From an optimization exercise on the open Yosys and OpenROAD flow, aimed at small area; shortcuts taken in it are not production practice. In this exercise RTL edits were held to simulation tests only and were not proved equivalent to the original.

## old
==> module ltc_sat_counter, before the edit <==
module ltc_sat_counter #(
    parameter W = 16
) (
    input  wire         clk,
    input  wire         rst,
    input  wire         inc,
    output reg  [W-1:0] count
);
    wire [W:0] carry;
    assign carry[0] = inc && !(&count);
    genvar i;
    generate
        for (i = 0; i < W; i = i + 1) begin : g_carry
            assign carry[i+1] = carry[i] & count[i];
        end
    endgenerate
    always @(posedge clk)
        count <= {W{!rst}} & (count ^ carry[W-1:0]);
endmodule
==> module ltc_rx, before the edit <==
module ltc_rx (
    input  wire        clk,
    input  wire        rst,             
    input  wire        flush,           
    input  wire        in_valid,
    input  wire [7:0]  in_data,
    input  wire        in_last,         
    output reg         ev_valid,
    output wire [1:0]  ev_cmd,
    output wire [3:0]  ev_ch,
    output wire [1:0]  ev_pri,
    output wire [7:0]  ev_seq,
    output wire [8:0]  ev_len,
    output wire [31:0] ev_freq,
    output wire [7:0]  ev_tx_power,
    output wire [31:0] ev_tx_count,
    output wire [31:0] ev_rx_count,
    output wire [15:0] ev_crc_count,
    output wire [39:0] ev_ack_frame,
    output wire [15:0] st_frames_rx,
    output wire [15:0] st_crc_errors,
    output wire [15:0] st_framing_errors,
    output wire [15:0] st_acks_sent,
    output wire [15:0] st_rx_out_of_order,
    output wire [15:0] st_nacks_received
);
    localparam [1:0] CMD_DATA   = 2'd0;
    localparam [1:0] CMD_ACK    = 2'd1;
    localparam [1:0] CMD_NACK   = 2'd2;
    localparam [1:0] ACK_PRIORITY = 2'd1;    
    reg        in_seg;           
    reg        fresh;            
    reg [9:0]  cnt;              
    reg [15:0] crc;              
    reg [7:0]  hdr_packed;       
    reg [7:0]  hdr_seq;          
    reg [7:0]  pl [0:14];        
    wire byte_in = in_valid && !flush;
    wire is_sync = (in_data == 8'h00);
    wire seg_end   = byte_in && is_sync && in_seg;
    wire seg_grow  = byte_in && !is_sync && in_seg;
    wire len_ok    = !fresh && !cnt[9];
    wire crc_ok    = (crc == 16'h0000);
    wire frame_ok  = seg_end && len_ok && crc_ok;
    wire frame_bad = seg_end && !(len_ok && crc_ok);
    wire long_seg  = !fresh && !cnt[9] && (cnt[8] || cnt[7:0] >= 8'd251);
    wire overflow  = seg_grow && in_last && long_seg;
    wire [1:0] f_cmd = hdr_packed[1:0];
    wire [15:0] crc_next;
    ltc_crc16_byte u_crc (.crc_in(crc), .data(in_data), .crc_out(crc_next));
    wire [15:0] crc_sync;
    ltc_crc16_byte u_crc0 (.crc_in(16'hFFFF), .data(8'h00), .crc_out(crc_sync));
    wire cap = byte_in && !is_sync;
    wire clr = byte_in && is_sync;
    wire [8:0] plen = cnt[8:0];
    wire inc_freq = (plen < 9'd4);
    wire inc_txp  = (plen < 9'd5);
    wire inc_txc  = (plen < 9'd9);
    wire inc_rxc  = (plen < 9'd13);
    wire inc_crcc = (plen < 9'd15);
    reg  [14:0] pl_inc;
    always @(*) begin
        pl_inc[3:0]   = {4{inc_freq}};
        pl_inc[4]     = inc_txp;
        pl_inc[8:5]   = {4{inc_txc}};
        pl_inc[12:9]  = {4{inc_rxc}};
        pl_inc[14:13] = {2{inc_crcc}};
    end
    integer k;
    always @(posedge clk) begin
        if (rst || flush)
            in_seg <= 1'b0;
        else if (byte_in) begin
            if (is_sync)
                in_seg <= 1'b1;
            else if (overflow)
                in_seg <= 1'b0;
        end
        if (byte_in) begin
            fresh <= is_sync;
            crc   <= is_sync ? crc_sync : crc_next;
        end
        if (cap)
            cnt <= fresh ? -10'sd3 : cnt + 10'd1;
        if (cap && fresh)
            hdr_packed <= in_data;
        if (cap && !fresh && cnt == -10'sd3)
            hdr_seq <= in_data;
        for (k = 0; k < 15; k = k + 1)
            if ((cap && !fresh && cnt == k[9:0] - 10'd2) || (clr && pl_inc[k]))
                pl[k] <= in_data;
    end
    always @(posedge clk) begin
        if (rst)
            ev_valid <= 1'b0;
        else
            ev_valid <= frame_ok;
    end
    assign ev_cmd = f_cmd;
    assign ev_ch  = hdr_packed[7:4];
    assign ev_pri = hdr_packed[3:2];
    assign ev_seq = hdr_seq;
    assign ev_len = cnt[8:0];
    assign ev_freq      = {pl[0], pl[1], pl[2], pl[3]};
    assign ev_tx_power  = pl[4];
    assign ev_tx_count  = {pl[5], pl[6], pl[7], pl[8]};
    assign ev_rx_count  = {pl[9], pl[10], pl[11], pl[12]};
    assign ev_crc_count = {pl[13], pl[14]};
    wire [7:0]  ack_packed = {hdr_packed[7:4], ACK_PRIORITY, CMD_ACK};
    wire [15:0] ack_c1, ack_c2;
    ltc_crc16_byte u_ack1 (.crc_in(crc_sync), .data(ack_packed), .crc_out(ack_c1));
    ltc_crc16_byte u_ack2 (.crc_in(ack_c1),   .data(hdr_seq),    .crc_out(ack_c2));
    assign ev_ack_frame = {8'h00, ack_packed, hdr_seq, ack_c2};
    reg bad_q, ovf_q;
    always @(posedge clk) begin
        bad_q <= frame_bad;
        ovf_q <= overflow;
    end
    wire [15:0] st_data_frames;
    ltc_sat_counter #(.W(16)) u_frames_rx (
        .clk(clk), .rst(rst), .inc(ev_valid), .count(st_frames_rx));
    ltc_sat_counter #(.W(16)) u_crc_errors (
        .clk(clk), .rst(rst), .inc(bad_q), .count(st_crc_errors));
    ltc_sat_counter #(.W(16)) u_framing_errors (
        .clk(clk), .rst(rst), .inc(ovf_q), .count(st_framing_errors));
    ltc_sat_counter #(.W(16)) u_data_frames (
        .clk(clk), .rst(rst), .inc(ev_valid && f_cmd == CMD_DATA), .count(st_data_frames));
    ltc_sat_counter #(.W(16)) u_nacks_received (
        .clk(clk), .rst(rst), .inc(ev_valid && f_cmd == CMD_NACK), .count(st_nacks_received));
    assign st_acks_sent       = st_data_frames;
    assign st_rx_out_of_order = st_data_frames;
endmodule
export LEC_CHECK = 0
export CAP_MARGIN = 20
export CORE_MARGIN = 2
export CORE_UTILIZATION = 40
export SLEW_MARGIN = 20
create_clock -name core_clock -period 5.0 [get_ports {clk}]
standard.sh (not shown) runs the stock make flow with config.mk's settings and CLKGATE_MAP_FILE= SYNTH_SCRIPT=/design/flow/synth_recipe.tcl, a recipe that flattens the netlist after the stock synthesis.
==> flow/flow/run.sh <==
#!/bin/bash
# Standard layout, with every port buffered by the smallest buffer.
export BUFFER_PORTS_ARGS="-buffer_cell sky130_fd_sc_hd__buf_1"
bash standard.sh > standard.log 2>&1
old went all the way through synthesis, placement and routing and the layout is clean on timing, DRC and antenna.
Relative to old, the following input files were edited for new:
==> flow/design.v, changed modules only <==
module ltc_sat_counter #(
    parameter W = 16
) (
    input  wire         clk,
    input  wire         rst,
    input  wire         inc,
    output reg  [W-1:0] count
);
    always @(posedge clk) begin
        if (rst)
            count <= {W{1'b0}};
        else if (inc && count != {W{1'b1}})
            count <= count + 1'b1;
    end
endmodule
module ltc_rx (
    input  wire        clk,
    input  wire        rst,             
    input  wire        flush,           
    input  wire        in_valid,
    input  wire [7:0]  in_data,
    input  wire        in_last,         
    output reg         ev_valid,
    output wire [1:0]  ev_cmd,
    output wire [3:0]  ev_ch,
    output wire [1:0]  ev_pri,
    output wire [7:0]  ev_seq,
    output wire [8:0]  ev_len,
    output wire [31:0] ev_freq,
    output wire [7:0]  ev_tx_power,
    output wire [31:0] ev_tx_count,
    output wire [31:0] ev_rx_count,
    output wire [15:0] ev_crc_count,
    output wire [39:0] ev_ack_frame,
    output wire [15:0] st_frames_rx,
    output wire [15:0] st_crc_errors,
    output wire [15:0] st_framing_errors,
    output wire [15:0] st_acks_sent,
    output wire [15:0] st_rx_out_of_order,
    output wire [15:0] st_nacks_received
);
    localparam [1:0] CMD_DATA   = 2'd0;
    localparam [1:0] CMD_ACK    = 2'd1;
    localparam [1:0] CMD_NACK   = 2'd2;
    localparam [1:0] ACK_PRIORITY = 2'd1;    
    reg        in_seg;           
    reg        fresh;            
    reg [9:0]  cnt;              
    reg [15:0] crc;              
    reg [7:0]  hdr_packed;       
    reg [7:0]  hdr_seq;          
    reg [7:0]  pl [0:14];        
    wire byte_in = in_valid && !flush;
    wire is_sync = (in_data == 8'h00);
    wire seg_end   = byte_in && is_sync && in_seg;
    wire seg_grow  = byte_in && !is_sync && in_seg;
    wire len_ok    = !fresh && !cnt[9];
    wire crc_ok    = (crc == 16'h0000);
    wire frame_ok  = seg_end && len_ok && crc_ok;
    wire frame_bad = seg_end && !(len_ok && crc_ok);
    wire long_seg  = !fresh && !cnt[9] && (cnt[8] || cnt[7:0] >= 8'd251);
    wire overflow  = seg_grow && in_last && long_seg;
    wire [1:0] f_cmd = hdr_packed[1:0];
    wire [15:0] crc_next;
    ltc_crc16_byte u_crc (.crc_in(crc), .data(in_data), .crc_out(crc_next));
    wire [15:0] crc_sync;
    ltc_crc16_byte u_crc0 (.crc_in(16'hFFFF), .data(8'h00), .crc_out(crc_sync));
    wire cap = byte_in && !is_sync;
    wire clr = byte_in && is_sync;
    wire [8:0] plen = cnt[8:0];
    wire inc_freq = (plen < 9'd4);
    wire inc_txp  = (plen < 9'd5);
    wire inc_txc  = (plen < 9'd9);
    wire inc_rxc  = (plen < 9'd13);
    wire inc_crcc = (plen < 9'd15);
    reg  [14:0] pl_inc;
    always @(*) begin
        pl_inc[3:0]   = {4{inc_freq}};
        pl_inc[4]     = inc_txp;
        pl_inc[8:5]   = {4{inc_txc}};
        pl_inc[12:9]  = {4{inc_rxc}};
        pl_inc[14:13] = {2{inc_crcc}};
    end
    integer k;
    always @(posedge clk) begin
        if (rst || flush)
            in_seg <= 1'b0;
        else if (byte_in) begin
            if (is_sync)
                in_seg <= 1'b1;
            else if (overflow)
                in_seg <= 1'b0;
        end
        if (byte_in) begin
            fresh <= is_sync;
            crc   <= is_sync ? crc_sync : crc_next;
        end
        if (cap)
            cnt <= fresh ? -10'sd3 : cnt + 10'd1;
        if (cap && fresh)
            hdr_packed <= in_data;
        if (cap && !fresh && cnt == -10'sd3)
            hdr_seq <= in_data;
        for (k = 0; k < 15; k = k + 1)
            if ((cap && !fresh && cnt == k[9:0] - 10'd2) || (clr && pl_inc[k]))
                pl[k] <= in_data;
    end
    always @(posedge clk) begin
        if (rst)
            ev_valid <= 1'b0;
        else
            ev_valid <= frame_ok;
    end
    assign ev_cmd = f_cmd;
    assign ev_ch  = hdr_packed[7:4];
    assign ev_pri = hdr_packed[3:2];
    assign ev_seq = hdr_seq;
    assign ev_len = cnt[8:0];
    assign ev_freq      = {pl[0], pl[1], pl[2], pl[3]};
    assign ev_tx_power  = pl[4];
    assign ev_tx_count  = {pl[5], pl[6], pl[7], pl[8]};
    assign ev_rx_count  = {pl[9], pl[10], pl[11], pl[12]};
    assign ev_crc_count = {pl[13], pl[14]};
    wire [7:0]  ack_packed = {hdr_packed[7:4], ACK_PRIORITY, CMD_ACK};
    wire [15:0] ack_c1, ack_c2;
    ltc_crc16_byte u_ack1 (.crc_in(crc_sync), .data(ack_packed), .crc_out(ack_c1));
    ltc_crc16_byte u_ack2 (.crc_in(ack_c1),   .data(hdr_seq),    .crc_out(ack_c2));
    assign ev_ack_frame = {8'h00, ack_packed, hdr_seq, ack_c2};
    wire [15:0] st_data_frames;
    ltc_sat_counter #(.W(16)) u_frames_rx (
        .clk(clk), .rst(rst), .inc(frame_ok), .count(st_frames_rx));
    ltc_sat_counter #(.W(16)) u_crc_errors (
        .clk(clk), .rst(rst), .inc(frame_bad), .count(st_crc_errors));
    ltc_sat_counter #(.W(16)) u_framing_errors (
        .clk(clk), .rst(rst), .inc(overflow), .count(st_framing_errors));
    ltc_sat_counter #(.W(16)) u_data_frames (
        .clk(clk), .rst(rst), .inc(frame_ok && f_cmd == CMD_DATA), .count(st_data_frames));
    ltc_sat_counter #(.W(16)) u_nacks_received (
        .clk(clk), .rst(rst), .inc(frame_ok && f_cmd == CMD_NACK), .count(st_nacks_received));
    assign st_acks_sent       = st_data_frames;
    assign st_rx_out_of_order = st_data_frames;
endmodule
## What came out
The worst-path cell with the longest stage delay comes out a21oi_1 in one run and o41a_1 in the other, namely in new and old respectively.
NOTE horizontal die dimension old->new increased by a few percent
Delta (new minus old): number of standard cells in the layout, taps in and fillers out increased 170, first-pass GRT wire length now sits higher, sequential share of cell area went down, setup slack went up.
The portion of the clock cycle consumed by the worst path in the final layout in new sits 15 points below the value recorded for old.
Final area came out higher on new than on old.
Compared to old, the routing of new uses more wire.
Worst slew slack as a fraction of its limit, old and new, lower one = old.
[new vs old] minimum period implied by the final worst setup slack: lower in new
Global routing met3 resource utilization (lower): old

==> afterwards: timing with drivers on the ports <==
How much do the figures lean on ideal ports? The routed layouts below were timed once more, with nothing changed but the port constraints.
Step 1 sets driving cells, clkbuf_16 on the clock port and buf_2 on the other inputs (assumed; they add their load-dependent delay and slew).
Step 2, shift: input delay + t, output delay - t, t = (earliest + latest rising clock arrival at the registers) / 2. This alone moves slack from input paths to output paths.
a / b / c = no drivers / after step 1 / after step 2; a / b = the first two.
| run | t (ns) | setup WS [ns] | clock arrival spread, ns |
|---|---|---|---|
| old | 0.548 | 0.991 / 0.991 / 0.991 | 0.021 / 0.021 |
| new | 0.571 | 1.761 / 1.786 / 1.215 | 0.012 / 0.012 |
After both steps every run listed still meets setup and hold. For new, which loses most, drivers alone change the setup slack by +0.025 ns; drivers and shift together by -0.546 ns.
